Source: an optimization exercise on an open RTL-to-GDS flow (aim: small area and a short achievable clock period). Production flows keep margins and buffers that such runs may drop.
At most, simulation tests tie the RTL to the original design; equivalence was not proved.

Setup of exp/violet:
==> flow/design.v (excerpt) <==
module fm_demod (
    input  wire        clk,
    input  wire        rst,         
    input  wire        in_valid,
    input  wire [7:0]  in_i,
    input  wire [7:0]  in_q,
    output wire        out_valid,
    output wire [15:0] out_ph
);
clock: 7.0 ns
lec_check: 0
abc_area: 1
cap_margin: 20
core_margin: 2
core_utilization: 45
setup_slack_margin: 4.1
slew_margin: 20
run.sh (not shown) runs the stock make flow with config.mk's settings and CLKGATE_MAP_FILE= SYNTH_SCRIPT=/design/flow/synth_recipe.tcl, a recipe that flattens the netlist after the stock synthesis.
> inputs changed (exp/violet -> exp/raven)
Settings: SETUP_SLACK_MARGIN now 4.0, was 4.1; ABC_AREA now 0, was 1.
exp/raven against exp/violet: wire length of the first global-routing pass decreased 8.3%, via count decreased about 7%, area added between synthesis and finish increased 1.2 points, maximum number of pins on one net before global-route repair increased 2.
--- input diff exp/raven..exp/pepper ---
Settings: a change of CORE_UTILIZATION from 45 to 60; a change of ABC_AREA from 0 to 1.
[summary]
- exp/raven ended up with e4_r2 as its end point of the critical path; exp/pepper ended up with imr0_r1[8].
- The lower final critical-path required period of exp/pepper and exp/raven is in exp/pepper.
- exp/raven → exp/pepper: combined global-route utilization of all metal layers rose by 7.5 points.
- What exp/pepper reported for cell count after placement has to be multiplied by 0.948 to get the figure for exp/raven.
- Between exp/pepper and exp/raven, the count of cells along the worst register-to-register path is higher for exp/raven.
- Per the comparison of exp/pepper with exp/raven, via count of the first global-routing pass has increased; number of clock buffers in the layout up about 7%.
The following lists how exp/lagoon was set up differently from exp/pepper:
Settings: a change of CORE_UTILIZATION from 60 to 45.
--- outcome ---
- [compare] base=exp/pepper new=exp/lagoon: routed length per instance shows a reduction of 0.52 um; final area shows an increase of 1.3%; critical path depth shows an increase of 4.
- The run showing the smaller maximum frequency is exp/pepper.
- Comparing exp/lagoon and exp/pepper, number of global-route vias before repair is higher on exp/lagoon.
- exp/lagoon ran to completion and came out clean on the timing, design-rule and antenna checks.
- Lower total track usage goes to exp/lagoon over exp/pepper.
- exp/lagoon vs exp/pepper, cell with the largest stage delay on the worst path: fa_1 vs edfxtp_1
- In exp/lagoon, the critical path's largest stage delay came out 140 ps above the value in exp/pepper.
- Per the comparison of exp/lagoon with exp/pepper, non-clock buffer count +10%; fraction of final layout cells with drive strength greater than 1 +0.28 points.
- exp/lagoon: worst max-slew margin expressed relative to the limit lower than exp/pepper
Input changes introduced in exp/indigo (baseline for comparison: exp/lagoon):
Settings: an added CTS_BUF_LIST of sky130_fd_sc_hd__clkbuf_4 sky130_fd_sc_hd__clkbuf_8; an added CTS_CLUSTER_SIZE of 20.
[summary]
- The destination of the critical timing path comes out e2_r2 in one run and imr0_r1[10] in the other, namely in exp/lagoon and exp/indigo respectively.
- Diff exp/lagoon -> exp/indigo: sequential share of layout area picked up an extra 0.15 points, critical path data required time picked up an extra 140 ps.

========
## run A
fm_demod, a different RTL version from the one above (not shown whole).
For scale: roughly 5,200 cells after synthesis, about 770 flip-flops, ~46,000 um2 of cells after synthesis.
==> flow/config.mk <==
export PLATFORM = sky130hd
export DESIGN_NAME = fm_demod
export DESIGN_NICKNAME = fm_demod
export VERILOG_FILES = /design/flow/design.v
export SDC_FILE = /design/flow/constraint.sdc
export NUM_CORES = 4
export LEC_CHECK = 0
export ABC_AREA = 1
export CAP_MARGIN = 20
export CORE_MARGIN = 2
export CORE_UTILIZATION = 45
export SETUP_SLACK_MARGIN = 4.3
export SLEW_MARGIN = 20
==> flow/constraint.sdc <==
create_clock -name core_clock -period 7.0 [get_ports {clk}]
set_input_delay 1.4000 -clock core_clock [delete_from_list [all_inputs] [get_ports {clk}]]
set_output_delay 1.4000 -clock core_clock [all_outputs]
set_load 0.01 [all_outputs]
standard.sh (not shown) runs the stock make flow with config.mk's settings and CLKGATE_MAP_FILE= SYNTH_SCRIPT=/design/flow/synth_recipe.tcl, a recipe that flattens the netlist after the stock synthesis.
==> flow/flow/run.sh <==
#!/bin/bash
# The standard layout (the standard.sh, unchanged synthesis), except that the
# port buffers are sky130_fd_sc_hd__buf_2 cells instead of the delay buffer
# buffer_ports picks by default.  Each tool's output goes to its own log here.
set -euo pipefail
bash standard.sh synth > synth.log 2>&1
bash standard.sh "BUFFER_PORTS_ARGS=-buffer_cell sky130_fd_sc_hd__buf_2" finish > layout.log 2>&1
cp -r orfs/logs layout_logs 2>/dev/null || true
> inputs changed (run A -> run B)
# run A
export LEC_CHECK = 0
export ABC_AREA = 1
export CAP_MARGIN = 20
export CORE_MARGIN = 2
export CORE_UTILIZATION = 45
export SETUP_SLACK_MARGIN = 4.3
export SLEW_MARGIN = 20
create_clock -name core_clock -period 7.0 [get_ports {clk}]
# run B
export LEC_CHECK = 0
export ABC_AREA = 1
export CAP_MARGIN = 20
export CORE_MARGIN = 2
export CORE_UTILIZATION = 45
export SETUP_SLACK_MARGIN = 3.5
export SLEW_MARGIN = 20
create_clock -name core_clock -period 7.0 [get_ports {clk}]
==> flow/run.sh (new file) <==
#!/bin/bash
# synth_recipe.tcl (not shown) runs the flow's synth.tcl, then flattens the netlist and writes it again
# the make line also repeats each setting of config.mk as NAME=value (left out here)
make -C /OpenROAD-flow-scripts/flow DESIGN_CONFIG=/design/flow/config.mk WORK_HOME=/design/flow/orfs CLKGATE_MAP_FILE= SYNTH_SCRIPT=/design/flow/synth_recipe.tcl finish
removed: flow/flow/run.sh
removed: flow/standard.sh
## What came out
Between run B and run A, the difference in share of cell area taken by multi-input logic gates is negligible.
> inputs changed (run B -> run C)
# run B
export LEC_CHECK = 0
export ABC_AREA = 1
export CAP_MARGIN = 20
export CORE_MARGIN = 2
export CORE_UTILIZATION = 45
export SETUP_SLACK_MARGIN = 3.5
export SLEW_MARGIN = 20
create_clock -name core_clock -period 7.0 [get_ports {clk}]
# run C
export LEC_CHECK = 0
export ABC_AREA = 1
export CAP_MARGIN = 20
export CORE_MARGIN = 2
export CORE_UTILIZATION = 45
export SETUP_SLACK_MARGIN = 4.0
export SLEW_MARGIN = 20
create_clock -name core_clock -period 7.0 [get_ports {clk}]
Results
Run C: done, clean on timing, DRC and antenna
As of run C, non-clock buffer count had risen by more than 100% compared to run B.
Run C ends up with higher maximum frequency from static timing analysis than run B does.
Re via count: run C is about 2.3% up on run B.
The data required time at the worst endpoint on run B is in line with that on run C.
For the wire length of the first global-routing pass, run C came in 1.8% higher than run B did.
Compared with run B, in run C final worst-path setup slack moved up, worst reg2reg path depth higher.
Compared with run B, run C shows a higher utilization of the core after routing.
Sum of routed wire length over all layers for run C is higher than for run B.

========
== xenon ==
Another version of the RTL of fm_demod (not shown whole).
Size: ~4400 cells after synthesis, roughly 710 flip-flops, roughly 0.043 mm2 of cells after synthesis.
clock: 7.0 ns
lec_check: 0
cap_margin: 20
core_margin: 2
core_utilization: 45
setup_slack_margin: 3.2
slew_margin: 20
run.sh (not shown) runs the stock make flow with config.mk's settings and CLKGATE_MAP_FILE= SYNTH_SCRIPT=/design/flow/synth_recipe.tcl, a recipe that flattens the netlist after the stock synthesis.
Stock flow here: none of the scripts above is used.
No stage failed in xenon, and the final checks on the layout all came back clean.
[inputs] nickel vs xenon
- SETUP_SLACK_MARGIN removed (was 3.2)
==> results.txt <==
nickel | stages: all done | timing, DRC, antenna: all pass. Against xenon, nickel comes in about 1.7% lower on final cell count. Between nickel and xenon, the final RePlAce weighted congestion does not differ in any meaningful way. Lower via count was reported by nickel, not xenon. nickel vs xenon — final-layout clock-cell area share dropped 0.48 points. Largest stage delay on the critical path ended up 0.22 ns higher on nickel than on xenon. Across both runs, CTS buffer count was lower for nickel than for xenon. Diff xenon -> nickel | post-route cell area | down by a few percent. Diff xenon -> nickel | number of global-route vias before repair | down slightly. Wire length (lower): nickel. Number of fillers in the final layout for nickel is higher than for xenon. Compared xenon against nickel; xor/xnor cell area share of the yosys netlist within noise.
No run of this note included a check of the RTL's function; only the layout flow was run.

========
Another version of the RTL of fm_demod (not shown whole).
For scale: ~6100 cells after synthesis, about 810 flip-flops, about 0.049 mm2 of cells after synthesis.
==> flow/design.v (excerpt) <==
module fm_demod (
    input  wire        clk,
    input  wire        rst,         
    input  wire        in_valid,
    input  wire [7:0]  in_i,
    input  wire [7:0]  in_q,
    output wire        out_valid,
    output wire [15:0] out_ph
);
clock: 7.0 ns
lec_check: 0
abc_area: 1
cap_margin: 20
core_margin: 2
core_utilization: 45
setup_slack_margin: 4.0
slew_margin: 20
The starting point produced a clean layout.
Change:
==> flow/flow/run.sh (new file) <==
#!/bin/bash
# The standard layout (the standard.sh, unchanged synthesis), except that the
# port buffers are sky130_fd_sc_hd__buf_2 cells instead of the delay buffer
# buffer_ports picks by default.  Each tool's output goes to its own log here.
set -euo pipefail
bash standard.sh synth > synth.log 2>&1
bash standard.sh "BUFFER_PORTS_ARGS=-buffer_cell sky130_fd_sc_hd__buf_2" finish > layout.log 2>&1
cp -r orfs/logs layout_logs 2>/dev/null || true
==> flow/standard.sh (new file) <==
#!/bin/bash
# synth_recipe.tcl (not shown) runs the flow's synth.tcl, then flattens the netlist and writes it again
# the make line also repeats each setting of config.mk as NAME=value (left out here)
make -C /OpenROAD-flow-scripts/flow DESIGN_CONFIG=/design/flow/config.mk WORK_HOME=/design/flow/orfs CLKGATE_MAP_FILE= SYNTH_SCRIPT=/design/flow/synth_recipe.tcl "${@:-finish}"
- SETUP_SLACK_MARGIN: 4.0 -> 4.3
removed: flow/run.sh
Effect:
- critical path depth falls by 2
- final area rises by 2.5%
- wire length rises by 2.0%
- core utilization rises by 1.3 points
- non-clock buffer count rises by 66
- setup slack is better by 0.074 ns
- count of clock-buffer cells in the layout rises by 4
Change:
==> flow/run.sh (new file) <==
#!/bin/bash
# synth_recipe.tcl (not shown) runs the flow's synth.tcl, then flattens the netlist and writes it again
# the make line also repeats each setting of config.mk as NAME=value (left out here)
make -C /OpenROAD-flow-scripts/flow DESIGN_CONFIG=/design/flow/config.mk WORK_HOME=/design/flow/orfs CLKGATE_MAP_FILE= SYNTH_SCRIPT=/design/flow/synth_recipe.tcl finish
- ABC_AREA: 1 -> 0
- SETUP_SLACK_MARGIN: 4.3 -> 4.0
removed: flow/flow/run.sh
removed: flow/standard.sh
Routed wire length decreases by 19%; die area falls by 8.5%.
No run of this note included a check of the RTL's function; only the layout flow was run.

[afterwards: timing with drivers on the ports]
The flow's constraints put no driver on any port. The routed layouts listed below were extracted and timed again, unchanged, in two steps.
Step 1, drivers: a clkbuf_16 drives clk and a buf_2 each remaining input, both assumed.
Step 2, shift: input delay + t, output delay - t, t = (earliest + latest rising clock arrival at the registers) / 2. This alone moves slack from input paths to output paths.
a / b / c = ideal ports / drivers / drivers and shift; a / b = the first two.
run | t, ns | setup WS [ns] | worst data-port slew with drivers (ns)
exp/violet | 0.730 | 4.044 / 4.044 / 3.648 | 0.04
exp/raven | 0.726 | 3.384 / 3.384 / 3.384 | 0.03
exp/pepper | 0.698 | 3.956 / 3.956 / 3.671 | 0.04
exp/lagoon | 0.731 | 4.047 / 4.019 / 3.700 | 0.04
exp/indigo | 0.883 | 4.046 / 4.046 / 3.270 | 0.04
run A | 0.724 | 3.983 / 3.983 / 3.952 | 0.03
run B | 0.720 | 3.642 / 3.642 / 3.296 | 0.04
run C | 0.714 | 4.026 / 4.026 / 3.615 | 0.03
xenon | 0.690 | 2.942 / 2.942 / 2.942 | 0.04
nickel | 0.695 | 2.407 / 2.407 / 2.407 | 0.04
the first run of note 4 | 0.726 | 4.053 / 4.032 / 3.662 | 0.04
the second run of note 4 | 0.725 | 4.127 / 4.127 / 4.071 | 0.03
the third run of note 4 | 0.724 | 3.679 / 3.679 / 3.679 | 0.03
After both steps setup and hold are still met in every run listed. For exp/indigo, which loses most, drivers alone change the setup slack by 0.000 ns; drivers and shift together by -0.776 ns.
